Background: an optimization exercise with open tools, aiming at small area, a short achievable clock period and few clock cycles per item. Do not read the settings as production practice. No functional check of the RTL was part of any run shown here.

==> flow/design.v, too long to show whole: its modules and the start of the top module <==
// module hme_fsearch: 932 lines
module hme_fsearch (
    input  wire         clk,
    input  wire         rst,
    input  wire         start,
    input  wire [4:0]   grid_rows_m1,    
    input  wire [4:0]   grid_cols_m1,    
    output reg          busy,
    output reg          done,
    output wire         ref_req,
    output wire [8:0]   ref_y,
    output wire [8:0]   ref_x,
    input  wire [127:0] ref_row,
    output wire         tgt_req,
    output wire [8:0]   tgt_y,
    output wire [8:0]   tgt_x,
    input  wire [127:0] tgt_row,
    output reg          res_valid,
    output wire [4:0]   res_mb_row,
    output wire [4:0]   res_mb_col,
    output wire [4:0]   res_dy,
    output wire [4:0]   res_dx,
    output wire [15:0]  res_cost
);
  // ...
==> flow/flow/run.sh <==
#!/bin/bash
# The standard layout (the standard.sh, unchanged scripts) with three
# layout choices:
#  - the smallest buffer (buf_1) on the ports instead of the one
#    buffer_ports picks by default;
#  - timing repair aimed at a setup slack of 15.4 ns on the 22 ns clock, so
#    that the resizer sizes up the critical paths (the clock and the
#    constraints are the design's);
#  - clock tree: sinks clustered 30 to a buffer, no dummy loads.
# Each tool's output is in the ORFS logs under orfs/logs; make's own output
# is in standard.log.
set -euo pipefail
cd "$(dirname "$0")/.."
export BUFFER_PORTS_ARGS="-buffer_cell sky130_fd_sc_hd__buf_1"
export SETUP_SLACK_MARGIN=15.4
export CTS_ARGS="-sink_clustering_enable -repair_clock_nets -sink_clustering_size 30 -sink_clustering_max_diameter 80 -dont_use_dummy_load"
bash standard.sh > standard.log 2>&1
==> flow/standard.sh <==
#!/bin/bash
# synth_recipe.tcl (not shown) runs the flow's synth.tcl, then flattens the netlist and writes it again
# the make line also repeats each setting of config.mk as NAME=value (left out here)
make -C /OpenROAD-flow-scripts/flow DESIGN_CONFIG=/design/flow/config.mk WORK_HOME=/design/flow/orfs CLKGATE_MAP_FILE= SYNTH_SCRIPT=/design/flow/synth_recipe.tcl "${@:-finish}"
==> flow/config.mk <==
export PLATFORM = sky130hd
export DESIGN_NAME = hme_fsearch
export DESIGN_NICKNAME = hme_fsearch
export VERILOG_FILES = /design/flow/design.v
export SDC_FILE = /design/flow/constraint.sdc
export NUM_CORES = 4
export LEC_CHECK = 0
export CAP_MARGIN = 20
export CORE_MARGIN = 2
export CORE_UTILIZATION = 25
export PLACE_DENSITY = 0.5
export SLEW_MARGIN = 20
==> flow/constraint.sdc <==
create_clock -name core_clock -period 22.0 [get_ports {clk}]
set_input_delay 4.4000 -clock core_clock [delete_from_list [all_inputs] [get_ports {clk}]]
set_output_delay 4.4000 -clock core_clock [all_outputs]
set_load 0.01 [all_outputs]
==> impl_metrics.json, run 1 <==
{
  "status": "no timing/DRC/antenna violations",
  "period_share_pct": 30.5,
  "final.setup.tns_ns": 0,
  "finalSetupViolations": 0,
  "cts_root_buffer": "clkbuf_16",
  "dpl.cell_count": 3727,
  "final_common_cell": "inv_1",
  "synth-simple-area-share_pct": 10.9,
  "largest_register_ffs": 80,
  "wl_met1_um": 25000,
  "grtUsageMet3_pct": 2.61,
  "die_width_um": 295,
  "final_cells": 3837,
  "cts_buffers": 23,
  "hp-start": "x_acc[10]",
  "wl_um": 61200,
  "startpoint_type": "input pin",
  "cp.required_ns": 22.49,
  "nFlopsAndLatches": 252,
  "crit_family": "adder cells",
  "post-route-util_pct": 31.7,
  "core_area_um2": 83800,
  "grt-ovfl-total": 0,
  "dp_hpwl_um": 51600,
  "taps": 1134,
  "multi_input_area_share_pct": 59.4,
  "final-seq-area_um2": 5150,
  "maxSlewHeadroom_pct": 35.6,
  "dr_wl_met2_um": 31800,
  "crit_path_end_kind": "flip-flop"
}
==> run 2, diff against run 1 <==
--- a/flow/design.v
+++ b/flow/design.v
@@ -69,17 +69,17 @@
     wire signed [5:0] b_nx    = full_nx ? b_lo : (l_in ? e_l : e_r);
     reg               r_v, x_v, d_v;
     reg signed [5:0]  r_u;
     reg signed [4:0]  r_nx;
     reg signed [4:0]  x_dy, d_dy;
     reg signed [4:0]  x_dx, d_dx;
     reg        [3:0]  r_row, x_row, d_row;
     reg        [15:0] r_acc, x_acc, d_acc;
-    reg        [80-1:0] d_cs;
+    reg        [94-1:0] d_cs;
     wire [8:0] ty = {mb_r, 4'd0};
     wire [8:0] tx = {mb_c, 4'd0};
     assign ref_req = r_v;
     assign tgt_req = r_v;
     wire [4:0] mb_r_m1 = mb_r - 5'd1;
     wire [4:0] mb_r_p1 = mb_r + 5'd1;
     wire [4:0] mb_c_m1 = mb_c - 5'd1;
     assign ref_y   = {r_u[5] ? mb_r_m1 : (r_u[4] ? mb_r_p1 : mb_r), r_u[3:0]};
@@ -504,267 +504,267 @@
     wire ps39 = ad3[7] ^ ad4[7] ^ ad5[7];
     wire pc39 = (ad3[7] & ad4[7]) | (ad3[7] & ad5[7]) | (ad4[7] & ad5[7]);
     wire ps40 = ad6[7] ^ ad7[7] ^ ad8[7];
     wire pc40 = (ad6[7] & ad7[7]) | (ad6[7] & ad8[7]) | (ad7[7] & ad8[7]);
     wire ps41 = ad9[7] ^ ad10[7];
     wire pc41 = ad9[7] & ad10[7];
     wire ps42 = sg[14] ^ ad15[0] ^ sg[15];
     wire pc42 = (sg[14] & ad15[0]) | (sg[14] & sg[15]) | (ad15[0] & sg[15]);
-    wire ps43 = ps6 ^ ps0 ^ ps1;
-    wire pc43 = (ps6 & ps0) | (ps6 & ps1) | (ps0 & ps1);
-    wire ps44 = pc3 ^ pc4 ^ pc5;
-    wire pc44 = (pc3 & pc4) | (pc3 & pc5) | (pc4 & pc5);
-    wire ps45 = pc9 ^ pc10 ^ pc11;
-    wire pc45 = (pc9 & pc10) | (pc9 & pc11) | (pc10 & pc11);
-    wire ps46 = ps7 ^ ps8 ^ ps12;
-    wire pc46 = (ps7 & ps8) | (ps7 & ps12) | (ps8 & ps12);
-    wire ps47 = ad15[2] ^ pc7 ^ pc8;
-    wire pc47 = (ad15[2] & pc7) | (ad15[2] & pc8) | (pc7 & pc8);
-    wire ps48 = pc12 ^ pc13 ^ pc14;
-    wire pc48 = (pc12 & pc13) | (pc12 & pc14) | (pc13 & pc14);
-    wire ps49 = ps17 ^ ps18 ^ ps19;
-    wire pc49 = (ps17 & ps18) | (ps17 & ps19) | (ps18 & ps19);
-    wire ps50 = ps20 ^ ps21;
-    wire pc50 = ps20 & ps21;
-    wire ps51 = ad12[3] ^ ad13[3] ^ ad14[3];
-    wire pc51 = (ad12[3] & ad13[3]) | (ad12[3] & ad14[3]) | (ad13[3] & ad14[3]);
-    wire ps52 = ad15[3] ^ pc17 ^ pc18;
-    wire pc52 = (ad15[3] & pc17) | (ad15[3] & pc18) | (pc17 & pc18);
-    wire ps53 = pc19 ^ pc20 ^ pc21;
-    wire pc53 = (pc19 & pc20) | (pc19 & pc21) | (pc20 & pc21);
-    wire ps54 = ps22 ^ ps23 ^ ps24;
-    wire pc54 = (ps22 & ps23) | (ps22 & ps24) | (ps23 & ps24);
-    wire ps55 = ad11[4] ^ ad12[4] ^ ad13[4];
-    wire pc55 = (ad11[4] & ad12[4]) | (ad11[4] & ad13[4]) | (ad12[4] & ad13[4]);
-    wire ps56 = ad14[4] ^ ad15[4] ^ ps29;
-    wire pc56 = (ad14[4] & ad15[4]) | (ad14[4] & ps29) | (ad15[4] & ps29);
-    wire ps57 = pc22 ^ pc23 ^ pc24;
-    wire pc57 = (pc22 & pc23) | (pc22 & pc24) | (pc23 & pc24);
-    wire ps58 = pc25 ^ ps26 ^ ps27;
-    wire pc58 = (pc25 & ps26) | (pc25 & ps27) | (ps26 & ps27);
-    wire ps59 = ad11[5] ^ ad12[5] ^ ad13[5];
-    wire pc59 = (ad11[5] & ad12[5]) | (ad11[5] & ad13[5]) | (ad12[5] & ad13[5]);
-    wire ps60 = ad14[5] ^ ad15[5] ^ pc29;
-    wire pc60 = (ad14[5] & ad15[5]) | (ad14[5] & pc29) | (ad15[5] & pc29);
-    wire ps61 = ps33 ^ pc26 ^ pc27;
-    wire pc61 = (ps33 & pc26) | (ps33 & pc27) | (pc26 & pc27);
-    wire ps62 = pc28 ^ ps30 ^ ps31;
-    wire pc62 = (pc28 & ps30) | (pc28 & ps31) | (ps30 & ps31);
-    wire ps63 = ad11[6] ^ ad12[6] ^ ad13[6];
-    wire pc63 = (ad11[6] & ad12[6]) | (ad11[6] & ad13[6]) | (ad12[6] & ad13[6]);
-    wire ps64 = ad14[6] ^ ad15[6] ^ pc33;
-    wire pc64 = (ad14[6] & ad15[6]) | (ad14[6] & pc33) | (ad15[6] & pc33);
-    wire ps65 = ps37 ^ pc30 ^ pc31;
-    wire pc65 = (ps37 & pc30) | (ps37 & pc31) | (pc30 & pc31);
-    wire ps66 = pc32 ^ ps34 ^ ps35;
-    wire pc66 = (pc32 & ps34) | (pc32 & ps35) | (ps34 & ps35);
-    wire ps67 = ad11[7] ^ ad12[7] ^ ad13[7];
-    wire pc67 = (ad11[7] & ad12[7]) | (ad11[7] & ad13[7]) | (ad12[7] & ad13[7]);
-    wire ps68 = ad14[7] ^ ad15[7] ^ pc37;
-    wire pc68 = (ad14[7] & ad15[7]) | (ad14[7] & pc37) | (ad15[7] & pc37);
-    wire ps69 = ps41 ^ pc34 ^ pc35;
-    wire pc69 = (ps41 & pc34) | (ps41 & pc35) | (pc34 & pc35);
-    wire ps70 = pc36 ^ ps38 ^ ps39;
-    wire pc70 = (pc36 & ps38) | (pc36 & ps39) | (ps38 & ps39);
-    wire [79:0] cs_in = {pc70, pc69, pc68, pc67, pc40, pc39, pc38, pc41, pc66, pc65, pc64, pc63, ps70, ps69, ps68, ps67, ps40, pc62, pc61, pc60, pc59, ps66, ps65, ps64, ps63, ps36, pc58, pc57, pc56, pc55, ps62, ps61, ps60, ps59, ps32, pc54, pc53, pc52, pc51, ps58, ps57, ps56, ps55, ps28, pc50, pc49, pc48, pc47, ps54, ps53, ps52, ps51, ps25, pc46, pc45, pc44, ps50, ps49, ps48, ps47, pc15, pc16, pc43, pc42, ps46, ps45, ps44, ps15, ps16, ps14, ps13, ps43, ps42, ps11, ps10, ps9, ps5, ps4, ps3, ps2};
+    wire ps43 = pc3 ^ pc4 ^ pc5;
+    wire pc43 = (pc3 & pc4) | (pc3 & pc5) | (pc4 & pc5);
+    wire ps44 = pc9 ^ pc10;
+    wire pc44 = pc9 & pc10;
+    wire ps45 = ad15[2] ^ pc7 ^ pc8;
+    wire pc45 = (ad15[2] & pc7) | (ad15[2] & pc8) | (pc7 & pc8);
+    wire ps46 = pc12 ^ pc13 ^ pc14;
+    wire pc46 = (pc12 & pc13) | (pc12 & pc14) | (pc13 & pc14);
+    wire ps47 = ad12[3] ^ ad13[3] ^ ad14[3];
+    wire pc47 = (ad12[3] & ad13[3]) | (ad12[3] & ad14[3]) | (ad13[3] & ad14[3]);
+    wire ps48 = ad15[3] ^ pc17 ^ pc18;
+    wire pc48 = (ad15[3] & pc17) | (ad15[3] & pc18) | (pc17 & pc18);
+    wire ps49 = ad11[4] ^ ad12[4] ^ ad13[4];
+    wire pc49 = (ad11[4] & ad12[4]) | (ad11[4] & ad13[4]) | (ad12[4] & ad13[4]);
+    wire ps50 = ad14[4] ^ ad15[4] ^ ps29;
+    wire pc50 = (ad14[4] & ad15[4]) | (ad14[4] & ps29) | (ad15[4] & ps29);
+    wire ps51 = ad11[5] ^ ad12[5] ^ ad13[5];
+    wire pc51 = (ad11[5] & ad12[5]) | (ad11[5] & ad13[5]) | (ad12[5] & ad13[5]);
+    wire ps52 = ad14[5] ^ ad15[5] ^ pc29;
+    wire pc52 = (ad14[5] & ad15[5]) | (ad14[5] & pc29) | (ad15[5] & pc29);
+    wire ps53 = ad11[6] ^ ad12[6] ^ ad13[6];
+    wire pc53 = (ad11[6] & ad12[6]) | (ad11[6] & ad13[6]) | (ad12[6] & ad13[6]);
+    wire ps54 = ad14[6] ^ ad15[6] ^ pc33;
+    wire pc54 = (ad14[6] & ad15[6]) | (ad14[6] & pc33) | (ad15[6] & pc33);
+    wire ps55 = ad11[7] ^ ad12[7] ^ ad13[7];
+    wire pc55 = (ad11[7] & ad12[7]) | (ad11[7] & ad13[7]) | (ad12[7] & ad13[7]);
+    wire ps56 = ad14[7] ^ ad15[7] ^ pc37;
+    wire pc56 = (ad14[7] & ad15[7]) | (ad14[7] & pc37) | (ad15[7] & pc37);
+    wire [93:0] cs_in = {pc56, pc55, pc40, pc39, pc38, pc41, pc54, pc53, ps56, ps55, ps40, ps39, ps38, pc36, pc35, pc34, ps41, pc52, pc51, ps54, ps53, ps36, ps35, ps34, pc32, pc31, pc30, ps37, pc50, pc49, ps52, ps51, ps32, ps31, ps30, pc28, pc27, pc26, ps33, pc48, pc47, ps50, ps49, ps28, ps27, ps26, pc25, pc24, pc23, pc22, pc46, pc45, ps48, ps47, ps25, ps24, ps23, ps22, pc21, pc20, pc19, pc44, pc43, ps46, ps45, pc15, pc16, ps21, ps20, ps19, ps18, ps17, pc42, ps44, ps43, ps15, ps16, ps14, ps13, ps12, ps8, ps7, pc11, ps42, ps11, ps10, ps9, ps5, ps4, ps3, ps2, ps1, ps0, ps6};
     reg        [15:0] best_cost;
     reg signed [4:0]  best_dy, best_dx;
     assign res_mb_row = mb_r;
     assign res_mb_col = mb_c;
     assign res_dy     = best_dy;
     assign res_dx     = best_dx;
     assign res_cost   = best_cost;
     wire ahead = (d_dy > best_dy) || ((d_dy == best_dy) && (d_dx > best_dx));
     wire qs0 = d_cs[0] ^ d_cs[1] ^ d_cs[2];
     wire qc0 = (d_cs[0] & d_cs[1]) | (d_cs[0] & d_cs[2]) | (d_cs[1] & d_cs[2]);
-    wire qs1 = d_cs[9] ^ d_cs[10] ^ d_cs[11];
-    wire qc1 = (d_cs[9] & d_cs[10]) | (d_cs[9] & d_cs[11]) | (d_cs[10] & d_cs[11]);
-    wire qs2 = d_cs[12] ^ d_cs[13];
-    wire qc2 = d_cs[12] & d_cs[13];
-    wire qs3 = d_cs[18] ^ d_cs[19] ^ d_cs[20];
-    wire qc3 = (d_cs[18] & d_cs[19]) | (d_cs[18] & d_cs[20]) | (d_cs[19] & d_cs[20]);
-    wire qs4 = d_cs[21] ^ d_cs[22] ^ d_cs[23];
-    wire qc4 = (d_cs[21] & d_cs[22]) | (d_cs[21] & d_cs[23]) | (d_cs[22] & d_cs[23]);
-    wire qs5 = d_cs[27] ^ d_cs[28] ^ d_cs[29];
-    wire qc5 = (d_cs[27] & d_cs[28]) | (d_cs[27] & d_cs[29]) | (d_cs[28] & d_cs[29]);
-    wire qs6 = d_cs[30] ^ d_cs[31] ^ d_cs[32];
-    wire qc6 = (d_cs[30] & d_cs[31]) | (d_cs[30] & d_cs[32]) | (d_cs[31] & d_cs[32]);
-    wire qs7 = d_cs[36] ^ d_cs[37] ^ d_cs[38];
-    wire qc7 = (d_cs[36] & d_cs[37]) | (d_cs[36] & d_cs[38]) | (d_cs[37] & d_cs[38]);
-    wire qs8 = d_cs[39] ^ d_cs[40] ^ d_cs[41];
-    wire qc8 = (d_cs[39] & d_cs[40]) | (d_cs[39] & d_cs[41]) | (d_cs[40] & d_cs[41]);
-    wire qs9 = d_cs[45] ^ d_cs[46] ^ d_cs[47];
-    wire qc9 = (d_cs[45] & d_cs[46]) | (d_cs[45] & d_cs[47]) | (d_cs[46] & d_cs[47]);
-    wire qs10 = d_cs[48] ^ d_cs[49] ^ d_cs[50];
-    wire qc10 = (d_cs[48] & d_cs[49]) | (d_cs[48] & d_cs[50]) | (d_cs[49] & d_cs[50]);
-    wire qs11 = d_cs[54] ^ d_cs[55] ^ d_cs[56];
-    wire qc11 = (d_cs[54] & d_cs[55]) | (d_cs[54] & d_cs[56]) | (d_cs[55] & d_cs[56]);
-    wire qs12 = d_cs[57] ^ d_cs[58] ^ d_cs[59];
-    wire qc12 = (d_cs[57] & d_cs[58]) | (d_cs[57] & d_cs[59]) | (d_cs[58] & d_cs[59]);
-    wire qs13 = d_cs[63] ^ d_cs[64] ^ d_cs[65];
-    wire qc13 = (d_cs[63] & d_cs[64]) | (d_cs[63] & d_cs[65]) | (d_cs[64] & d_cs[65]);
-    wire qs14 = d_cs[66] ^ d_cs[67] ^ d_cs[68];
-    wire qc14 = (d_cs[66] & d_cs[67]) | (d_cs[66] & d_cs[68]) | (d_cs[67] & d_cs[68]);
-    wire qs15 = d_cs[72] ^ d_cs[73] ^ d_cs[74];
-    wire qc15 = (d_cs[72] & d_cs[73]) | (d_cs[72] & d_cs[74]) | (d_cs[73] & d_cs[74]);
-    wire qs16 = d_cs[75] ^ d_cs[76];
-    wire qc16 = d_cs[75] & d_cs[76];
-    wire qs17 = d_cs[3] ^ d_cs[4] ^ d_cs[5];
-    wire qc17 = (d_cs[3] & d_cs[4]) | (d_cs[3] & d_cs[5]) | (d_cs[4] & d_cs[5]);
-    wire qs18 = d_cs[6] ^ d_cs[7];
-    wire qc18 = d_cs[6] & d_cs[7];
-    wire qs19 = d_cs[14] ^ d_cs[15] ^ d_cs[16];
-    wire qc19 = (d_cs[14] & d_cs[15]) | (d_cs[14] & d_cs[16]) | (d_cs[15] & d_cs[16]);
-    wire qs20 = d_cs[17] ^ d_acc[1] ^ ~best_cost[1];
-    wire qc20 = (d_cs[17] & d_acc[1]) | (d_cs[17] & ~best_cost[1]) | (d_acc[1] & ~best_cost[1]);
-    wire qs21 = qs2 ^ qc0;
-    wire qc21 = qs2 & qc0;
-    wire qs22 = d_cs[24] ^ d_cs[25] ^ d_cs[26];
-    wire qc22 = (d_cs[24] & d_cs[25]) | (d_cs[24] & d_cs[26]) | (d_cs[25] & d_cs[26]);
-    wire qs23 = d_acc[2] ^ ~best_cost[2] ^ qc2;
-    wire qc23 = (d_acc[2] & ~best_cost[2]) | (d_acc[2] & qc2) | (~best_cost[2] & qc2);
-    wire qs24 = qc1 ^ qs3 ^ qs4;
-    wire qc24 = (qc1 & qs3) | (qc1 & qs4) | (qs3 & qs4);
-    wire qs25 = d_cs[33] ^ d_cs[34] ^ d_cs[35];
-    wire qc25 = (d_cs[33] & d_cs[34]) | (d_cs[33] & d_cs[35]) | (d_cs[34] & d_cs[35]);
-    wire qs26 = d_acc[3] ^ ~best_cost[3] ^ qc3;
-    wire qc26 = (d_acc[3] & ~best_cost[3]) | (d_acc[3] & qc3) | (~best_cost[3] & qc3);
-    wire qs27 = qc4 ^ qs5 ^ qs6;
-    wire qc27 = (qc4 & qs5) | (qc4 & qs6) | (qs5 & qs6);
-    wire qs28 = d_cs[42] ^ d_cs[43] ^ d_cs[44];
-    wire qc28 = (d_cs[42] & d_cs[43]) | (d_cs[42] & d_cs[44]) | (d_cs[43] & d_cs[44]);
-    wire qs29 = d_acc[4] ^ ~best_cost[4] ^ qc5;
-    wire qc29 = (d_acc[4] & ~best_cost[4]) | (d_acc[4] & qc5) | (~best_cost[4] & qc5);
-    wire qs30 = qc6 ^ qs7 ^ qs8;
-    wire qc30 = (qc6 & qs7) | (qc6 & qs8) | (qs7 & qs8);
-    wire qs31 = d_cs[51] ^ d_cs[52] ^ d_cs[53];
-    wire qc31 = (d_cs[51] & d_cs[52]) | (d_cs[51] & d_cs[53]) | (d_cs[52] & d_cs[53]);
-    wire qs32 = d_acc[5] ^ ~best_cost[5] ^ qc7;
-    wire qc32 = (d_acc[5] & ~best_cost[5]) | (d_acc[5] & qc7) | (~best_cost[5] & qc7);
-    wire qs33 = qc8 ^ qs9 ^ qs10;
-    wire qc33 = (qc8 & qs9) | (qc8 & qs10) | (qs9 & qs10);
-    wire qs34 = d_cs[60] ^ d_cs[61] ^ d_cs[62];
-    wire qc34 = (d_cs[60] & d_cs[61]) | (d_cs[60] & d_cs[62]) | (d_cs[61] & d_cs[62]);
-    wire qs35 = d_acc[6] ^ ~best_cost[6] ^ qc9;
-    wire qc35 = (d_acc[6] & ~best_cost[6]) | (d_acc[6] & qc9) | (~best_cost[6] & qc9);
-    wire qs36 = qc10 ^ qs11 ^ qs12;
-    wire qc36 = (qc10 & qs11) | (qc10 & qs12) | (qs11 & qs12);
-    wire qs37 = d_cs[69] ^ d_cs[70] ^ d_cs[71];
-    wire qc37 = (d_cs[69] & d_cs[70]) | (d_cs[69] & d_cs[71]) | (d_cs[70] & d_cs[71]);
-    wire qs38 = d_acc[7] ^ ~best_cost[7] ^ qc11;
-    wire qc38 = (d_acc[7] & ~best_cost[7]) | (d_acc[7] & qc11) | (~best_cost[7] & qc11);
-    wire qs39 = qc12 ^ qs13 ^ qs14;
-    wire qc39 = (qc12 & qs13) | (qc12 & qs14) | (qs13 & qs14);
-    wire qs40 = d_cs[77] ^ d_cs[78] ^ d_cs[79];
-    wire qc40 = (d_cs[77] & d_cs[78]) | (d_cs[77] & d_cs[79]) | (d_cs[78] & d_cs[79]);
-    wire qs41 = d_acc[8] ^ ~best_cost[8] ^ qs16;
-    wire qc41 = (d_acc[8] & ~best_cost[8]) | (d_acc[8] & qs16) | (~best_cost[8] & qs16);
-    wire qs42 = qc13 ^ qc14 ^ qs15;
-    wire qc42 = (qc13 & qc14) | (qc13 & qs15) | (qc14 & qs15);
-    wire qs43 = d_acc[9] ^ ~best_cost[9];
-    wire qc43 = d_acc[9] & ~best_cost[9];
-    wire qs44 = d_cs[8] ^ d_acc[0] ^ ~best_cost[0];
-    wire qc44 = (d_cs[8] & d_acc[0]) | (d_cs[8] & ~best_cost[0]) | (d_acc[0] & ~best_cost[0]);
-    wire qs45 = qc18 ^ qc17 ^ qs1;
-    wire qc45 = (qc18 & qc17) | (qc18 & qs1) | (qc17 & qs1);
-    wire qs46 = qs19 ^ qs20;
-    wire qc46 = qs19 & qs20;
-    wire qs47 = qc19 ^ qc20 ^ qs22;
-    wire qc47 = (qc19 & qc20) | (qc19 & qs22) | (qc20 & qs22);
-    wire qs48 = qc21 ^ qs23 ^ qs24;
-    wire qc48 = (qc21 & qs23) | (qc21 & qs24) | (qs23 & qs24);
-    wire qs49 = qc22 ^ qs25 ^ qc23;
-    wire qc49 = (qc22 & qs25) | (qc22 & qc23) | (qs25 & qc23);
-    wire qs50 = qs26 ^ qc24 ^ qs27;
-    wire qc50 = (qs26 & qc24) | (qs26 & qs27) | (qc24 & qs27);
-    wire qs51 = qc25 ^ qs28 ^ qc26;
-    wire qc51 = (qc25 & qs28) | (qc25 & qc26) | (qs28 & qc26);
-    wire qs52 = qs29 ^ qc27 ^ qs30;
-    wire qc52 = (qs29 & qc27) | (qs29 & qs30) | (qc27 & qs30);
-    wire qs53 = qc28 ^ qs31 ^ qc29;
-    wire qc53 = (qc28 & qs31) | (qc28 & qc29) | (qs31 & qc29);
-    wire qs54 = qs32 ^ qc30 ^ qs33;
-    wire qc54 = (qs32 & qc30) | (qs32 & qs33) | (qc30 & qs33);
-    wire qs55 = qc31 ^ qs34 ^ qc32;
-    wire qc55 = (qc31 & qs34) | (qc31 & qc32) | (qs34 & qc32);
-    wire qs56 = qs35 ^ qc33 ^ qs36;
-    wire qc56 = (qs35 & qc33) | (qs35 & qs36) | (qc33 & qs36);
-    wire qs57 = qc34 ^ qs37 ^ qc35;
-    wire qc57 = (qc34 & qs37) | (qc34 & qc35) | (qs37 & qc35);
-    wire qs58 = qs38 ^ qc36 ^ qs39;
-    wire qc58 = (qs38 & qc36) | (qs38 & qs39) | (qc36 & qs39);
-    wire qs59 = qc37 ^ qs40 ^ qs41;
-    wire qc59 = (qc37 & qs40) | (qc37 & qs41) | (qs40 & qs41);
-    wire qs60 = qc38 ^ qc39 ^ qs42;
-    wire qc60 = (qc38 & qc39) | (qc38 & qs42) | (qc39 & qs42);
-    wire qs61 = qc16 ^ qs43 ^ qc15;
-    wire qc61 = (qc16 & qs43) | (qc16 & qc15) | (qs43 & qc15);
-    wire qs62 = qc40 ^ qc41 ^ qc42;
-    wire qc62 = (qc40 & qc41) | (qc40 & qc42) | (qc41 & qc42);
-    wire qs63 = d_acc[10] ^ ~best_cost[10];
-    wire qc63 = d_acc[10] & ~best_cost[10];
-    wire qs64 = qs18 ^ qs0;
-    wire qc64 = qs18 & qs0;
-    wire qs65 = qc44 ^ qs21 ^ qs46;
-    wire qc65 = (qc44 & qs21) | (qc44 & qs46) | (qs21 & qs46);
-    wire qs66 = qc46 ^ qc45 ^ qs47;
-    wire qc66 = (qc46 & qc45) | (qc46 & qs47) | (qc45 & qs47);
-    wire qs67 = qc47 ^ qs49 ^ qc48;
-    wire qc67 = (qc47 & qs49) | (qc47 & qc48) | (qs49 & qc48);
-    wire qs68 = qc49 ^ qs51 ^ qc50;
-    wire qc68 = (qc49 & qs51) | (qc49 & qc50) | (qs51 & qc50);
-    wire qs69 = qc51 ^ qs53 ^ qc52;
-    wire qc69 = (qc51 & qs53) | (qc51 & qc52) | (qs53 & qc52);
-    wire qs70 = qc53 ^ qs55 ^ qc54;
-    wire qc70 = (qc53 & qs55) | (qc53 & qc54) | (qs55 & qc54);
-    wire qs71 = qc55 ^ qs57 ^ qc56;
-    wire qc71 = (qc55 & qs57) | (qc55 & qc56) | (qs57 & qc56);
-    wire qs72 = qc57 ^ qs59 ^ qc58;
-    wire qc72 = (qc57 & qs59) | (qc57 & qc58) | (qs59 & qc58);
-    wire qs73 = qs61 ^ qc59 ^ qs62;
-    wire qc73 = (qs61 & qc59) | (qs61 & qs62) | (qc59 & qs62);
-    wire qs74 = qc43 ^ qs63 ^ qc61;
-    wire qc74 = (qc43 & qs63) | (qc43 & qc61) | (qs63 & qc61);
-    wire qs75 = d_acc[11] ^ ~best_cost[11];
-    wire qc75 = d_acc[11] & ~best_cost[11];
-    wire qs76 = qs17 ^ qs44;
-    wire qc76 = qs17 & qs44;
-    wire qs77 = qc64 ^ qs45 ^ qs65;
-    wire qc77 = (qc64 & qs45) | (qc64 & qs65) | (qs45 & qs65);
-    wire qs78 = qc65 ^ qs48 ^ qs66;
-    wire qc78 = (qc65 & qs48) | (qc65 & qs66) | (qs48 & qs66);
-    wire qs79 = qc66 ^ qs50 ^ qs67;
-    wire qc79 = (qc66 & qs50) | (qc66 & qs67) | (qs50 & qs67);
-    wire qs80 = qs52 ^ qc67 ^ qs68;
-    wire qc80 = (qs52 & qc67) | (qs52 & qs68) | (qc67 & qs68);
-    wire qs81 = qs54 ^ qc68 ^ qs69;
-    wire qc81 = (qs54 & qc68) | (qs54 & qs69) | (qc68 & qs69);
-    wire qs82 = qs56 ^ qc69 ^ qs70;
-    wire qc82 = (qs56 & qc69) | (qs56 & qs70) | (qc69 & qs70);
-    wire qs83 = qs58 ^ qc70 ^ qs71;
-    wire qc83 = (qs58 & qc70) | (qs58 & qs71) | (qc70 & qs71);
-    wire qs84 = qs60 ^ qc71 ^ qs72;
-    wire qc84 = (qs60 & qc71) | (qs60 & qs72) | (qc71 & qs72);
-    wire qs85 = qc60 ^ qc72 ^ qs73;
-    wire qc85 = (qc60 & qc72) | (qc60 & qs73) | (qc72 & qs73);
-    wire qs86 = qc62 ^ qs74 ^ qc73;
-    wire qc86 = (qc62 & qs74) | (qc62 & qc73) | (qs74 & qc73);
-    wire qs87 = qc63 ^ qs75 ^ qc74;
-    wire qc87 = (qc63 & qs75) | (qc63 & qc74) | (qs75 & qc74);
-    wire qs88 = d_acc[12] ^ ~best_cost[12] ^ qc75;
-    wire qc88 = (d_acc[12] & ~best_cost[12]) | (d_acc[12] & qc75) | (~best_cost[12] & qc75);
-    wire qs89 = d_acc[13] ^ ~best_cost[13];
-    wire qc89 = d_acc[13] & ~best_cost[13];
-    wire qs90 = d_acc[14] ^ ~best_cost[14];
-    wire qc90 = d_acc[14] & ~best_cost[14];
-    wire qs91 = d_acc[15] ^ ~best_cost[15];
-    wire qc91 = d_acc[15] & ~best_cost[15];
-    wire [16:0] lt_a = {qc91, qs91, qs90, qs89, qs88, qs87, qs86, qs85, qs84, qs83, qs82, qs81, qs80, qs79, qs78, qs77, qs64};
-    wire [16:0] lt_b = {1'b0, qc90, qc89, qc88, qc87, qc86, qc85, qc84, qc83, qc82, qc81, qc80, qc79, qc78, qc77, qc76, qs76};
+    wire qs1 = d_cs[3] ^ d_cs[4] ^ d_cs[5];
+    wire qc1 = (d_cs[3] & d_cs[4]) | (d_cs[3] & d_cs[5]) | (d_cs[4] & d_cs[5]);
+    wire qs2 = d_cs[11] ^ d_cs[12] ^ d_cs[13];
+    wire qc2 = (d_cs[11] & d_cs[12]) | (d_cs[11] & d_cs[13]) | (d_cs[12] & d_cs[13]);
+    wire qs3 = d_cs[14] ^ d_cs[15] ^ d_cs[16];
+    wire qc3 = (d_cs[14] & d_cs[15]) | (d_cs[14] & d_cs[16]) | (d_cs[15] & d_cs[16]);
+    wire qs4 = d_cs[17] ^ d_cs[18] ^ d_cs[19];
+    wire qc4 = (d_cs[17] & d_cs[18]) | (d_cs[17] & d_cs[19]) | (d_cs[18] & d_cs[19]);
+    wire qs5 = d_cs[22] ^ d_cs[23] ^ d_cs[24];
+    wire qc5 = (d_cs[22] & d_cs[23]) | (d_cs[22] & d_cs[24]) | (d_cs[23] & d_cs[24]);
+    wire qs6 = d_cs[25] ^ d_cs[26] ^ d_cs[27];
+    wire qc6 = (d_cs[25] & d_cs[26]) | (d_cs[25] & d_cs[27]) | (d_cs[26] & d_cs[27]);
+    wire qs7 = d_cs[28] ^ d_cs[29] ^ d_cs[30];
+    wire qc7 = (d_cs[28] & d_cs[29]) | (d_cs[28] & d_cs[30]) | (d_cs[29] & d_cs[30]);
+    wire qs8 = d_cs[31] ^ d_cs[32];
+    wire qc8 = d_cs[31] & d_cs[32];
+    wire qs9 = d_cs[33] ^ d_cs[34] ^ d_cs[35];
+    wire qc9 = (d_cs[33] & d_cs[34]) | (d_cs[33] & d_cs[35]) | (d_cs[34] & d_cs[35]);
+    wire qs10 = d_cs[36] ^ d_cs[37] ^ d_cs[38];
+    wire qc10 = (d_cs[36] & d_cs[37]) | (d_cs[36] & d_cs[38]) | (d_cs[37] & d_cs[38]);
+    wire qs11 = d_cs[39] ^ d_cs[40] ^ d_cs[41];
+    wire qc11 = (d_cs[39] & d_cs[40]) | (d_cs[39] & d_cs[41]) | (d_cs[40] & d_cs[41]);
+    wire qs12 = d_cs[42] ^ d_cs[43] ^ d_acc[3];
+    wire qc12 = (d_cs[42] & d_cs[43]) | (d_cs[42] & d_acc[3]) | (d_cs[43] & d_acc[3]);
+    wire qs13 = d_cs[44] ^ d_cs[45] ^ d_cs[46];
+    wire qc13 = (d_cs[44] & d_cs[45]) | (d_cs[44] & d_cs[46]) | (d_cs[45] & d_cs[46]);
+    wire qs14 = d_cs[47] ^ d_cs[48] ^ d_cs[49];
+    wire qc14 = (d_cs[47] & d_cs[48]) | (d_cs[47] & d_cs[49]) | (d_cs[48] & d_cs[49]);
+    wire qs15 = d_cs[50] ^ d_cs[51] ^ d_cs[52];
+    wire qc15 = (d_cs[50] & d_cs[51]) | (d_cs[50] & d_cs[52]) | (d_cs[51] & d_cs[52]);
+    wire qs16 = d_cs[53] ^ d_cs[54] ^ d_acc[4];
+    wire qc16 = (d_cs[53] & d_cs[54]) | (d_cs[53] & d_acc[4]) | (d_cs[54] & d_acc[4]);
+    wire qs17 = d_cs[55] ^ d_cs[56] ^ d_cs[57];
+    wire qc17 = (d_cs[55] & d_cs[56]) | (d_cs[55] & d_cs[57]) | (d_cs[56] & d_cs[57]);
+    wire qs18 = d_cs[58] ^ d_cs[59] ^ d_cs[60];
+    wire qc18 = (d_cs[58] & d_cs[59]) | (d_cs[58] & d_cs[60]) | (d_cs[59] & d_cs[60]);
+    wire qs19 = d_cs[61] ^ d_cs[62] ^ d_cs[63];
+    wire qc19 = (d_cs[61] & d_cs[62]) | (d_cs[61] & d_cs[63]) | (d_cs[62] & d_cs[63]);
+    wire qs20 = d_cs[64] ^ d_cs[65] ^ d_acc[5];
+    wire qc20 = (d_cs[64] & d_cs[65]) | (d_cs[64] & d_acc[5]) | (d_cs[65] & d_acc[5]);
+    wire qs21 = d_cs[66] ^ d_cs[67] ^ d_cs[68];
+    wire qc21 = (d_cs[66] & d_cs[67]) | (d_cs[66] & d_cs[68]) | (d_cs[67] & d_cs[68]);
+    wire qs22 = d_cs[69] ^ d_cs[70] ^ d_cs[71];
+    wire qc22 = (d_cs[69] & d_cs[70]) | (d_cs[69] & d_cs[71]) | (d_cs[70] & d_cs[71]);
+    wire qs23 = d_cs[72] ^ d_cs[73] ^ d_cs[74];
+    wire qc23 = (d_cs[72] & d_cs[73]) | (d_cs[72] & d_cs[74]) | (d_cs[73] & d_cs[74]);
+    wire qs24 = d_cs[75] ^ d_cs[76] ^ d_acc[6];
+    wire qc24 = (d_cs[75] & d_cs[76]) | (d_cs[75] & d_acc[6]) | (d_cs[76] & d_acc[6]);
+    wire qs25 = d_cs[77] ^ d_cs[78] ^ d_cs[79];
+    wire qc25 = (d_cs[77] & d_cs[78]) | (d_cs[77] & d_cs[79]) | (d_cs[78] & d_cs[79]);
+    wire qs26 = d_cs[80] ^ d_cs[81] ^ d_cs[82];
+    wire qc26 = (d_cs[80] & d_cs[81]) | (d_cs[80] & d_cs[82]) | (d_cs[81] & d_cs[82]);
+    wire qs27 = d_cs[83] ^ d_cs[84] ^ d_cs[85];
+    wire qc27 = (d_cs[83] & d_cs[84]) | (d_cs[83] & d_cs[85]) | (d_cs[84] & d_cs[85]);
+    wire qs28 = d_cs[86] ^ d_cs[87] ^ d_acc[7];
+    wire qc28 = (d_cs[86] & d_cs[87]) | (d_cs[86] & d_acc[7]) | (d_cs[87] & d_acc[7]);
+    wire qs29 = d_cs[88] ^ d_cs[89] ^ d_cs[90];
+    wire qc29 = (d_cs[88] & d_cs[89]) | (d_cs[88] & d_cs[90]) | (d_cs[89] & d_cs[90]);
+    wire qs30 = d_cs[91] ^ d_cs[92];
+    wire qc30 = d_cs[91] & d_cs[92];
+    wire qs31 = d_cs[6] ^ d_cs[7] ^ d_cs[8];
+    wire qc31 = (d_cs[6] & d_cs[7]) | (d_cs[6] & d_cs[8]) | (d_cs[7] & d_cs[8]);
+    wire qs32 = d_cs[9] ^ d_cs[10];
+    wire qc32 = d_cs[9] & d_cs[10];
+    wire qs33 = d_cs[20] ^ d_cs[21] ^ d_acc[1];
+    wire qc33 = (d_cs[20] & d_cs[21]) | (d_cs[20] & d_acc[1]) | (d_cs[21] & d_acc[1]);
+    wire qs34 = ~best_cost[1] ^ qc0 ^ qc1;
+    wire qc34 = (~best_cost[1] & qc0) | (~best_cost[1] & qc1) | (qc0 & qc1);
+    wire qs35 = qs2 ^ qs3;
+    wire qc35 = qs2 & qs3;
+    wire qs36 = d_acc[2] ^ ~best_cost[2] ^ qs8;
+    wire qc36 = (d_acc[2] & ~best_cost[2]) | (d_acc[2] & qs8) | (~best_cost[2] & qs8);
+    wire qs37 = qc2 ^ qc3 ^ qc4;
+    wire qc37 = (qc2 & qc3) | (qc2 & qc4) | (qc3 & qc4);
+    wire qs38 = qs5 ^ qs6 ^ qs7;
+    wire qc38 = (qs5 & qs6) | (qs5 & qs7) | (qs6 & qs7);
+    wire qs39 = ~best_cost[3] ^ qc8 ^ qc5;
+    wire qc39 = (~best_cost[3] & qc8) | (~best_cost[3] & qc5) | (qc8 & qc5);
+    wire qs40 = qc6 ^ qc7 ^ qs9;
+    wire qc40 = (qc6 & qc7) | (qc6 & qs9) | (qc7 & qs9);
+    wire qs41 = qs10 ^ qs11 ^ qs12;
+    wire qc41 = (qs10 & qs11) | (qs10 & qs12) | (qs11 & qs12);
+    wire qs42 = ~best_cost[4] ^ qc9 ^ qc10;
+    wire qc42 = (~best_cost[4] & qc9) | (~best_cost[4] & qc10) | (qc9 & qc10);
+    wire qs43 = qc11 ^ qc12 ^ qs13;
+    wire qc43 = (qc11 & qc12) | (qc11 & qs13) | (qc12 & qs13);
+    wire qs44 = qs14 ^ qs15 ^ qs16;
+    wire qc44 = (qs14 & qs15) | (qs14 & qs16) | (qs15 & qs16);
+    wire qs45 = ~best_cost[5] ^ qc13 ^ qc14;
+    wire qc45 = (~best_cost[5] & qc13) | (~best_cost[5] & qc14) | (qc13 & qc14);
+    wire qs46 = qc15 ^ qc16 ^ qs17;
+    wire qc46 = (qc15 & qc16) | (qc15 & qs17) | (qc16 & qs17);
+    wire qs47 = qs18 ^ qs19 ^ qs20;
+    wire qc47 = (qs18 & qs19) | (qs18 & qs20) | (qs19 & qs20);
+    wire qs48 = ~best_cost[6] ^ qc17 ^ qc18;
+    wire qc48 = (~best_cost[6] & qc17) | (~best_cost[6] & qc18) | (qc17 & qc18);
+    wire qs49 = qc19 ^ qc20 ^ qs21;
+    wire qc49 = (qc19 & qc20) | (qc19 & qs21) | (qc20 & qs21);
+    wire qs50 = qs22 ^ qs23 ^ qs24;
+    wire qc50 = (qs22 & qs23) | (qs22 & qs24) | (qs23 & qs24);
+    wire qs51 = ~best_cost[7] ^ qc21 ^ qc22;
+    wire qc51 = (~best_cost[7] & qc21) | (~best_cost[7] & qc22) | (qc21 & qc22);
+    wire qs52 = qc23 ^ qc24 ^ qs25;
+    wire qc52 = (qc23 & qc24) | (qc23 & qs25) | (qc24 & qs25);
+    wire qs53 = qs26 ^ qs27 ^ qs28;
+    wire qc53 = (qs26 & qs27) | (qs26 & qs28) | (qs27 & qs28);
+    wire qs54 = d_cs[93] ^ d_acc[8] ^ ~best_cost[8];
+    wire qc54 = (d_cs[93] & d_acc[8]) | (d_cs[93] & ~best_cost[8]) | (d_acc[8] & ~best_cost[8]);
+    wire qs55 = qs30 ^ qc25 ^ qc26;
+    wire qc55 = (qs30 & qc25) | (qs30 & qc26) | (qc25 & qc26);
+    wire qs56 = qc27 ^ qc28 ^ qs29;
+    wire qc56 = (qc27 & qc28) | (qc27 & qs29) | (qc28 & qs29);
+    wire qs57 = d_acc[9] ^ ~best_cost[9];
+    wire qc57 = d_acc[9] & ~best_cost[9];
+    wire qs58 = d_acc[0] ^ ~best_cost[0] ^ qs32;
+    wire qc58 = (d_acc[0] & ~best_cost[0]) | (d_acc[0] & qs32) | (~best_cost[0] & qs32);
+    wire qs59 = qc32 ^ qc31 ^ qs4;
+    wire qc59 = (qc32 & qc31) | (qc32 & qs4) | (qc31 & qs4);
+    wire qs60 = qs33 ^ qs35;
+    wire qc60 = qs33 & qs35;
+    wire qs61 = qc33 ^ qc35 ^ qs36;
+    wire qc61 = (qc33 & qc35) | (qc33 & qs36) | (qc35 & qs36);
+    wire qs62 = qc34 ^ qs37 ^ qs38;
+    wire qc62 = (qc34 & qs37) | (qc34 & qs38) | (qs37 & qs38);
+    wire qs63 = qc36 ^ qc37 ^ qs39;
+    wire qc63 = (qc36 & qc37) | (qc36 & qs39) | (qc37 & qs39);
+    wire qs64 = qc38 ^ qs40 ^ qs41;
+    wire qc64 = (qc38 & qs40) | (qc38 & qs41) | (qs40 & qs41);
+    wire qs65 = qc39 ^ qs42 ^ qc40;
+    wire qc65 = (qc39 & qs42) | (qc39 & qc40) | (qs42 & qc40);
+    wire qs66 = qc41 ^ qs43 ^ qs44;
+    wire qc66 = (qc41 & qs43) | (qc41 & qs44) | (qs43 & qs44);
+    wire qs67 = qc42 ^ qs45 ^ qc43;
+    wire qc67 = (qc42 & qs45) | (qc42 & qc43) | (qs45 & qc43);
+    wire qs68 = qc44 ^ qs46 ^ qs47;
+    wire qc68 = (qc44 & qs46) | (qc44 & qs47) | (qs46 & qs47);
+    wire qs69 = qc45 ^ qs48 ^ qc46;
+    wire qc69 = (qc45 & qs48) | (qc45 & qc46) | (qs48 & qc46);
+    wire qs70 = qc47 ^ qs49 ^ qs50;
+    wire qc70 = (qc47 & qs49) | (qc47 & qs50) | (qs49 & qs50);
+    wire qs71 = qc48 ^ qs51 ^ qc49;
+    wire qc71 = (qc48 & qs51) | (qc48 & qc49) | (qs51 & qc49);
+    wire qs72 = qc50 ^ qs52 ^ qs53;
+    wire qc72 = (qc50 & qs52) | (qc50 & qs53) | (qs52 & qs53);
+    wire qs73 = qs54 ^ qc51 ^ qs55;
+    wire qc73 = (qs54 & qc51) | (qs54 & qs55) | (qc51 & qs55);
+    wire qs74 = qc52 ^ qc53 ^ qs56;
+    wire qc74 = (qc52 & qc53) | (qc52 & qs56) | (qc53 & qs56);
+    wire qs75 = qc30 ^ qs57 ^ qc29;
+    wire qc75 = (qc30 & qs57) | (qc30 & qc29) | (qs57 & qc29);
+    wire qs76 = qc54 ^ qc55 ^ qc56;
+    wire qc76 = (qc54 & qc55) | (qc54 & qc56) | (qc55 & qc56);
+    wire qs77 = d_acc[10] ^ ~best_cost[10];
+    wire qc77 = d_acc[10] & ~best_cost[10];
+    wire qs78 = qs0 ^ qs1;
+    wire qc78 = qs0 & qs1;
+    wire qs79 = qc58 ^ qs34 ^ qs59;
+    wire qc79 = (qc58 & qs34) | (qc58 & qs59) | (qs34 & qs59);
+    wire qs80 = qc59 ^ qc60 ^ qs61;
+    wire qc80 = (qc59 & qc60) | (qc59 & qs61) | (qc60 & qs61);
+    wire qs81 = qc61 ^ qs63 ^ qc62;
+    wire qc81 = (qc61 & qs63) | (qc61 & qc62) | (qs63 & qc62);
+    wire qs82 = qc63 ^ qs65 ^ qc64;
+    wire qc82 = (qc63 & qs65) | (qc63 & qc64) | (qs65 & qc64);
+    wire qs83 = qc65 ^ qs67 ^ qc66;
+    wire qc83 = (qc65 & qs67) | (qc65 & qc66) | (qs67 & qc66);
+    wire qs84 = qc67 ^ qs69 ^ qc68;
+    wire qc84 = (qc67 & qs69) | (qc67 & qc68) | (qs69 & qc68);
+    wire qs85 = qc69 ^ qs71 ^ qc70;
+    wire qc85 = (qc69 & qs71) | (qc69 & qc70) | (qs71 & qc70);
+    wire qs86 = qc71 ^ qs73 ^ qc72;
+    wire qc86 = (qc71 & qs73) | (qc71 & qc72) | (qs73 & qc72);
+    wire qs87 = qs75 ^ qc73 ^ qs76;
+    wire qc87 = (qs75 & qc73) | (qs75 & qs76) | (qc73 & qs76);
+    wire qs88 = qc57 ^ qs77 ^ qc75;
+    wire qc88 = (qc57 & qs77) | (qc57 & qc75) | (qs77 & qc75);
+    wire qs89 = d_acc[11] ^ ~best_cost[11];
+    wire qc89 = d_acc[11] & ~best_cost[11];
+    wire qs90 = qs31 ^ qs58;
+    wire qc90 = qs31 & qs58;
+    wire qs91 = qc78 ^ qs60 ^ qs79;
+    wire qc91 = (qc78 & qs60) | (qc78 & qs79) | (qs60 & qs79);
+    wire qs92 = qc79 ^ qs62 ^ qs80;
+    wire qc92 = (qc79 & qs62) | (qc79 & qs80) | (qs62 & qs80);
+    wire qs93 = qs64 ^ qc80 ^ qs81;
+    wire qc93 = (qs64 & qc80) | (qs64 & qs81) | (qc80 & qs81);
+    wire qs94 = qs66 ^ qc81 ^ qs82;
+    wire qc94 = (qs66 & qc81) | (qs66 & qs82) | (qc81 & qs82);
+    wire qs95 = qs68 ^ qc82 ^ qs83;
+    wire qc95 = (qs68 & qc82) | (qs68 & qs83) | (qc82 & qs83);
+    wire qs96 = qs70 ^ qc83 ^ qs84;
+    wire qc96 = (qs70 & qc83) | (qs70 & qs84) | (qc83 & qs84);
+    wire qs97 = qs72 ^ qc84 ^ qs85;
+    wire qc97 = (qs72 & qc84) | (qs72 & qs85) | (qc84 & qs85);
+    wire qs98 = qs74 ^ qc85 ^ qs86;
+    wire qc98 = (qs74 & qc85) | (qs74 & qs86) | (qc85 & qs86);
+    wire qs99 = qc74 ^ qc86 ^ qs87;
+    wire qc99 = (qc74 & qc86) | (qc74 & qs87) | (qc86 & qs87);
+    wire qs100 = qc76 ^ qs88 ^ qc87;
+    wire qc100 = (qc76 & qs88) | (qc76 & qc87) | (qs88 & qc87);
+    wire qs101 = qc77 ^ qs89 ^ qc88;
+    wire qc101 = (qc77 & qs89) | (qc77 & qc88) | (qs89 & qc88);
+    wire qs102 = d_acc[12] ^ ~best_cost[12] ^ qc89;
+    wire qc102 = (d_acc[12] & ~best_cost[12]) | (d_acc[12] & qc89) | (~best_cost[12] & qc89);
+    wire qs103 = d_acc[13] ^ ~best_cost[13];
+    wire qc103 = d_acc[13] & ~best_cost[13];
+    wire qs104 = d_acc[14] ^ ~best_cost[14];
+    wire qc104 = d_acc[14] & ~best_cost[14];
+    wire qs105 = d_acc[15] ^ ~best_cost[15];
+    wire qc105 = d_acc[15] & ~best_cost[15];
+    wire [16:0] lt_a = {qc105, qs105, qs104, qs103, qs102, qs101, qs100, qs99, qs98, qs97, qs96, qs95, qs94, qs93, qs92, qs91, qs78};
+    wire [16:0] lt_b = {1'b0, qc104, qc103, qc102, qc101, qc100, qc99, qc98, qc97, qc96, qc95, qc94, qc93, qc92, qc91, qc90, qs90};
     wire [16:0] lose_t = lt_a + lt_b + {16'd0, !ahead};
     wire as0 = lt_a[0] ^ lt_b[0] ^ best_cost[0];
     wire ac0 = (lt_a[0] & lt_b[0]) | (lt_a[0] & best_cost[0]) | (lt_b[0] & best_cost[0]);
     wire as1 = lt_a[1] ^ lt_b[1] ^ best_cost[1];
     wire ac1 = (lt_a[1] & lt_b[1]) | (lt_a[1] & best_cost[1]) | (lt_b[1] & best_cost[1]);
     wire as2 = lt_a[2] ^ lt_b[2] ^ best_cost[2];
     wire ac2 = (lt_a[2] & lt_b[2]) | (lt_a[2] & best_cost[2]) | (lt_b[2] & best_cost[2]);
     wire as3 = lt_a[3] ^ lt_b[3] ^ best_cost[3];
==> run 2 against run 1 <==
Net effect:
- sequential cell count increased by 14
- critical path depth decreased by 2
- clock skew increased by 0.037 ns
- utilization decreased by 1.2 points
- worst setup slack improved by 0.20 ns
- maximum frequency increased by 3.1%
- count of clock-buffer cells in the layout unchanged
- first-iteration DRC count decreased by 7.4%
- critical endpoint is now d_cs[20]
==> impl_metrics.json, run 2 <==
{
  "layout-area-overhead-vs-synth_pct": 20.9,
  "maxCapViolCount": 0,
  "ys.flop_type": "dfxtp_1",
  "rows": 107,
  "largest_register_ffs": 94,
  "fmax_mhz": 153,
  "hold_class": "reg2reg",
  "cts_tree": "yes",
  "drive_gt1_share_pct": 11.5,
  "ys_types": 93,
  "cts_buffers": 23,
  "crit_family": "compound AO/OA/AOI/OAI gates",
  "dp_hpwl_um": 53300,
  "cts.sink_count": 266,
  "worstSkewPairLatency_ns": 0.59,
  "tightest_slew_ns": 0.969,
  "cp.required_ns": 22.50,
  "syn-cell-area_um2": 21500,
  "startpoint_type": "input pin",
  "top_register": "d_cs",
  "grt-ovfl-total": 0,
  "die_width_um": 297,
  "async_flop_share_pct": 0,
  "antennaDiodeCount": 0,
  "multi_input_area_um2": 15400,
  "maxSlewHeadroom_pct": 34.9,
  "finalSetupViolations": 0,
  "yosysTopAreaCellShare_pct": 23.8,
  "yosys.area.top_type": "dfxtp_1",
  "period_share_pct": 29.6,
  "synth-edff-count": 10,
  "post-route-util_pct": 30.5,
  "core_area_um2": 85300,
  "cts_root_buffer": "clkbuf_16",
  "dieArea_um2": 88400,
  "antenna_found_initial": 0,
  "syn_inst": 2290,
  "first_pass_iters": 5,
  "rsz0062_at_grt": "yes",
  "yosys_warnings": 1,
  "ys_top_cells_by_area": "dfxtp_1, ha_1, fa_1",
  "port_buffers": 341,
  "grt_max_degree": 37,
  "cts_buffer_depth": 3,
  "grtUsageTotal_pct": 14.0,
  "final.setup.tns_ns": 0,
  "path_cells": "buf_1, inv_1, ha_1, o21bai_1, a21o_1, a21oi_4, o21bai_2, a21oi_2, o21bai_2, a21oi_4, buf_4, xnor2_2, mux2_2, ha_1",
  "avgSynthCellArea_um2": 9.40,
  "cp_num_buf_inv": 3,
  "grt_pass1_wl_um": 95700,
  "num-fill-cells": 9073,
  "io_pins": 346,
  "wl_per_cell_um": 16.5,
  "final-seq-area_um2": 5430,
  "slowest_stage": "a21oi_4",
  "final_common_cell": "inv_1",
  "skew_ns": 0.0950,
  "clk_pin_slew_ns": 0.11,
  "drv_slew": 0,
  "crit_path_end_kind": "flip-flop",
  "start_util_pct": 25.2,
  "mostFrequentLayoutCells": "inv_1, buf_1, dfxtp_1",
  "grt_pass1_vias": 16200,
  "gp_congestion": 0.844,
  "hold_violations": 0,
  "crit_type": "in2reg",
  "synth_commonest_cells": "inv_1, dfxtp_1, ha_1",
  "critPathMaxFanout": 5,
  "nets": 3321,
  "yosysMostFrequentCell": "inv_1",
  "critPathMaxStageDelay_ns": 0.31,
  "dr.first_iter.drc_count": 503,
  "drtAntennaViolNets": 0,
  "final_cells": 3789,
  "drc_errors": 0,
  "viasPerCell": 4.23,
  "ys_seq_area_share_pct": 25.2,
  "worst_ep_arrival_time_ns": 7.02,
  "vias": 16000,
  "status": "no timing/DRC/antenna violations",
  "fp.dieH_um": 297,
  "finalCriticalPeriod_ns": 6.52,
  "whs_ns": 0.259,
  "wl_um": 62400,
  "dpl.cell_count": 3723,
  "yosys_register_bits": 266,
  "htree_levels": 1
}
[run 2: changes by cell type after synthesis, sizes merged, moves of 4 or more]
cell / before / now
inv: 394 / 363
o21ai: 48 / 33
dfxtp: 242 / 256
and3: 10 / 17
o31ai: 11 / 4
nand2b: 68 / 62
nor2: 157 / 151
a31oi: 9 / 4
mux2: 8 / 13
o211ai: 17 / 22
o21bai: 46 / 51
xor2: 118 / 122
[run 2: area by class of cell]
class / instances / area share (%)
multi-input cells: 1600 / 59.1
flip-flops and latches: 266 / 20.9
repair buffers: 391 / 6.73
inverters: 365 / 5.56
well taps: 1144 / 5.50
clock buffers: 23 / 2.21
[run 2: final timing paths]
path	startpoint	endpoint	slack [ns]	depth (start not counted)
max	tgt_row[89]	d_cs[20]	15.48	14
min	x_acc[14]	d_acc[14]	0.26	0
max reg2reg	d_cs[77]	r_u[1]	15.99	19
min reg2reg	x_acc[14]	d_acc[14]	0.26	0
[run 2: metal layers]
| layer | part of all wire (%) | vias to the layer above | track usage [%] |
|---|---|---|---|
| li1 | - | 8146 | - |
| met1 | 43 | 7535 | 17.2 |
| met2 | 51 | 314 | 25.9 |
| met3 | 3.7 | 49 | 1.93 |
| met4 | 1.9 | 0 | 2.56 |
| met5 | 0 | - | 0 |
[run 2: worst register-to-register path: cells and delay by family, from the launching register on]
| kind | cells | cell delay (ns) |
|---|---|---|
| fa+ha+maj | 6 | 2.62 |
| buf+inv | 5 | 0.66 |
| compound gates | 1 | 0.25 |
| mux | 1 | 0.31 |
| xor+xnor | 1 | 0.29 |
| flops | 1 | 0.32 |
| simple gates | 5 | 1.42 |
[run 2: kinds of logic (layout without fill, tap and decap cells)]
kind of cell             Yosys count  after routing  synth area share [%]
multiplexers                      47             47                  2.26
flip-flops                       266            266                  25.2
adder cells (fa/ha/maj)          405            405                  28.9
AO/OA/AOI/OAI                    339            339                  10.8
AND/OR/NAND/NOR                  477            477                  11.1
other                              1              4                0.0174
buffers and inverters            427            779                  8.21
XOR/XNOR                         328            328                  13.5
[run 2: stage by stage]
| stage | cell area, um2 | setup slack (ns) |
|---|---|---|
| 2_1_floorplan | 22400 | 15.10 |
| 3_3_place_gp | 24800 | 14.43 |
| 3_5_place_dp | 24800 | 14.43 |
| 4_1_cts | 25700 | 15.39 |
| 5_1_grt | 26000 | 15.35 |
| 6_report | 26000 | 15.48 |
[run 2: what timing repair did]
action / in CTS / in global routing
buffers inserted: 28 / 15
hold buffers: 0 / 0
pin swaps: 17 / 29
setup endpoints to repair: 54 / 53
resized for setup: 17 / 42

-- static timing again, ports no longer ideal --
The results above use ideal ports. As a check the final layouts listed here were re-extracted and re-timed, cells and wires unchanged.
Step 1: set_driving_cell puts a clkbuf_16 on clk and a buf_2 on each other input, an assumption about the parent block.
Step 2, shift: input delay + t, output delay - t, t = (earliest + latest rising clock arrival at the registers) / 2. This alone moves slack from input paths to output paths.
Slacks: ideal / step 1 / step 2; pairs: ideal / step 1.
run	t, ns	setup WS [ns]	clock arrival spread, ns	pins driven straight from the clock port
run 1	0.597	15.280 / 15.318 / 14.721	0.067 / 0.067	1
run 2	0.611	15.482 / 15.520 / 14.911	0.101 / 0.102	1
After both steps setup and hold are still met in every run listed. For run 2, which loses most, drivers alone change the setup slack by +0.038 ns; drivers and shift together by -0.571 ns.
